From an optimization exercise on the open Yosys and OpenROAD flow, aimed at small area, a short achievable clock period and few clock cycles; shortcuts taken in it are not production practice.
The RTL was checked by simulation tests, not by an equivalence proof against the original design.
No activity file was given, so power comes from the tool's default toggle rates.

lane 1:
Design tz_hash, start of the top module:
module tz_hash (
    input  wire         clk,
    input  wire         rst,
    input  wire         in_valid,
    output wire         in_ready,
    input  wire [1:0]   in_op,
    input  wire [7:0]   in_data,
    output wire         idle,
    output wire [511:0] digest,
    output reg          err
);
Settings: LEC_CHECK=0, CAP_MARGIN=20, CORE_MARGIN=2, CORE_UTILIZATION=30, CTS_CLUSTER_DIAMETER=80, CTS_CLUSTER_SIZE=20, PLACE_DENSITY=0.5, SETUP_SLACK_MARGIN=1.3, SLEW_MARGIN=20, SYNTH_HIERARCHICAL=1; clock period 4.0 ns.
run.sh (not shown) runs the stock make flow with config.mk's settings and CLKGATE_MAP_FILE= SYNTH_SCRIPT=/design/flow/synth_recipe.tcl, a recipe that flattens the netlist after the stock synthesis.
The final layout from lane 1, which completed every stage, passed the timing, design-rule and antenna checks at the end of the flow.
Testbench counts of lane 1, summed over its fixed seeds: cycles 69,724.
Input-level comparison between lane 2 and lane 1:
- CTS_CLUSTER_SIZE: 20 -> 30
- CTS_CLUSTER_DIAMETER: 80 -> 100
- SETUP_SLACK_MARGIN: 1.3 -> 1.25
[summary]
Lane 2 reached the end of the flow, and the finished layout is clean on the timing, design-rule and antenna checks. The higher overall routed net length of lane 1 and lane 2 is in lane 1. The lower clock latency on the worst-skew pair came out of lane 2. Cmp lane 2 vs lane 1: critical path depth lower in lane 2. Density: lane 2 sparser than lane 1. Min fraction of area in multi-input gates across lane 1 and lane 2: lane 1. [compare] base=lane 1 new=lane 2: post-detailed-route via-to-cell ratio closely matched the old numbers; combinational share of power rose 0.7 points; sequential share of layout area climbed 0.52 points. Lane 2 vs lane 1, instance count: lane 2 lower.

---

## run A
tz_hash, a different RTL version from the one above (not shown whole).
Size in the first run: roughly 12000 cells after synthesis, about 1100 flip-flops, ~530 I/O pins.
Settings: LEC_CHECK=0, CAP_MARGIN=20, CORE_MARGIN=2, CORE_UTILIZATION=30, PLACE_DENSITY=0.5, SETUP_SLACK_MARGIN=1.0, SLEW_MARGIN=20, SYNTH_HIERARCHICAL=1; clock period 4.0 ns.
Testbench counts of run A, summed over its fixed seeds: cycles 69,724.
## Diff of input files: run B against run A
Settings: CTS_CLUSTER_DIAMETER: unset -> 100; CTS_CLUSTER_SIZE: unset -> 30.
--- outcome ---
Number of buffers inserted by hold repair at cts: run B vs run A — no meaningful difference
[run B] wire length of the first global-routing pass fell about 0.7% relative to run A
Run B has routed wire length below what run A had.
Run B vs run A: number of levels in the clock H-tree down in run B
Comparing run B with run A, the reported combinational group power came out essentially unchanged.
Diff run A..run B | ratio of final minimum period to clock period | negligible
Run B has switching share of power above what run A had.
In the final reports, the cell area of run B is smaller than that of run A.

---

== run X ==
Another version of the RTL of tz_hash (not shown whole).
Size: about 12000 cells after synthesis, roughly 1100 flip-flops, ~530 I/O pins, about 0.099 sq mm of cells after synthesis.
Settings: LEC_CHECK=0, CAP_MARGIN=20, CORE_MARGIN=2, CORE_UTILIZATION=30, PLACE_DENSITY=0.5, SETUP_SLACK_MARGIN=1.3, SLEW_MARGIN=20, SYNTH_HIERARCHICAL=1; clock period 4.0 ns.
Testbench counts of run X, summed over its fixed seeds: cycles 69,724.
Setup changes, run X to run Z
Settings: putting CTS_CLUSTER_DIAMETER at 100 where nothing was set; swapping 1.3 for 1.25 in SETUP_SLACK_MARGIN; putting CTS_CLUSTER_SIZE at 30 where nothing was set.
--- outcome ---
- Relative to run X, final non-filler cell area has gone down in run Z.
- Run comparison: run X first element of the critical path sa[61]$_DFF_P_; run Z first element of the critical path mb[1]$_DFFE_PN_
- Summary of run Z over run X: total power lower; multi-input logic portion of the cell area higher; total net switching power lower.

---

xenon:
tz_hash again, from the RTL that the note above started with.
clock: 4.0 ns
lec_check: 0
cap_margin: 10
core_margin: 2
core_utilization: 30
cts_cluster_diameter: 100
cts_cluster_size: 30
place_density: 0.5
setup_slack_margin: 1.25
slew_margin: 10
synth_hierarchical: 1
Testbench counts of xenon, summed over its fixed seeds: cycles 69,724.
For lagoon, these inputs were changed with respect to xenon:
Settings: changing SLEW_MARGIN from 10 to 20; changing CAP_MARGIN from 10 to 20; removing CTS_CLUSTER_DIAMETER (formerly 100); changing SETUP_SLACK_MARGIN from 1.25 to 1.4; removing CTS_CLUSTER_SIZE (formerly 30).
--- outcome ---
lagoon: all stages complete, timing, DRC and antenna checks passed. xenon completed every stage of the flow, and the final layout passed the timing, design-rule and antenna checks. xenon → lagoon: proportion of power drawn by combinational gates moved down; clock-buffer cell count increased 109; arrival time of the worst setup path now larger; detailed-route wire length per cell now sits higher; number of antenna violations at the first check in global routing went up. Looking at depth of the CTS H-tree, lagoon sits above xenon. Area growth from synthesis to final layout for lagoon: 9.4 points up relative to xenon.
Input-level comparison between quartz and lagoon:
Settings: changing SETUP_SLACK_MARGIN from 1.4 to 1.2; setting CTS_CLUSTER_DIAMETER to 90 for the first time; setting CTS_CLUSTER_SIZE to 24 for the first time.
### Flow results
The final reports for quartz and lagoon show depth of the worst hold-timing path higher in the former. Power | quartz below lagoon. Of quartz and lagoon, the lower sequential share of cell area belongs to lagoon. Relative to lagoon, number of vias in the routed layout has decreased by 3407 in quartz. Between quartz and lagoon, it is quartz whose clock transition at the registers of the reported paths is higher, by 0.04 ns. quartz vs lagoon — area taken by flip-flops and latches dropped slightly. quartz closes out successfully: all stages finished, all timing, DRC and antenna checks passed. Synthesized netlist cell count delta (lagoon -> quartz): insignificant. A cell with the largest stage delay on the worst path of clkdlybuf4s50_1 is what quartz shows, while edfxtp_1 belongs to lagoon.

==> re-timing with driven ports <==
The results above use ideal ports. As a check the final layouts listed here were re-extracted and re-timed, cells and wires unchanged. Step 1 sets driving cells, clkbuf_16 on the clock port and buf_2 on the other inputs (assumed; they add their load-dependent delay and slew). Step 2 also shifts input and output timing later by t, the mid clock arrival at the registers, as if the neighbouring blocks saw the same clock. a / b / c = ideal ports / drivers / drivers and shift; a / b = the first two.
run | t (ns) | setup WS [ns] | latest minus earliest clock arrival (ns) | worst data-port slew with drivers (ns)
lane 1 | 0.975 | 1.300 / 1.228 / 0.955 | 0.047 / 0.048 | 0.11
lane 2 | 0.925 | 1.271 / 1.171 / 0.938 | 0.078 / 0.078 | 0.11
run A | 0.914 | 1.070 / 0.976 / 0.830 | 0.054 / 0.054 | 0.05
run B | 0.925 | 1.066 / 0.974 / 0.820 | 0.048 / 0.048 | 0.05
run X | 0.922 | 1.257 / 1.228 / 0.839 | 0.050 / 0.049 | 0.08
run Z | 0.837 | 1.286 / 1.213 / 0.881 | 0.049 / 0.049 | 0.10
xenon | 0.837 | 1.286 / 1.213 / 0.881 | 0.049 / 0.049 | 0.10
lagoon | 0.922 | 1.338 / 1.302 / 0.745 | 0.057 / 0.056 | 0.10
quartz | 0.839 | 1.260 / 1.174 / 0.879 | 0.054 / 0.054 | 0.10
After both steps every run listed still meets setup and hold. For lagoon, which loses most, drivers alone change the setup slack by -0.036 ns; drivers and shift together by -0.593 ns.
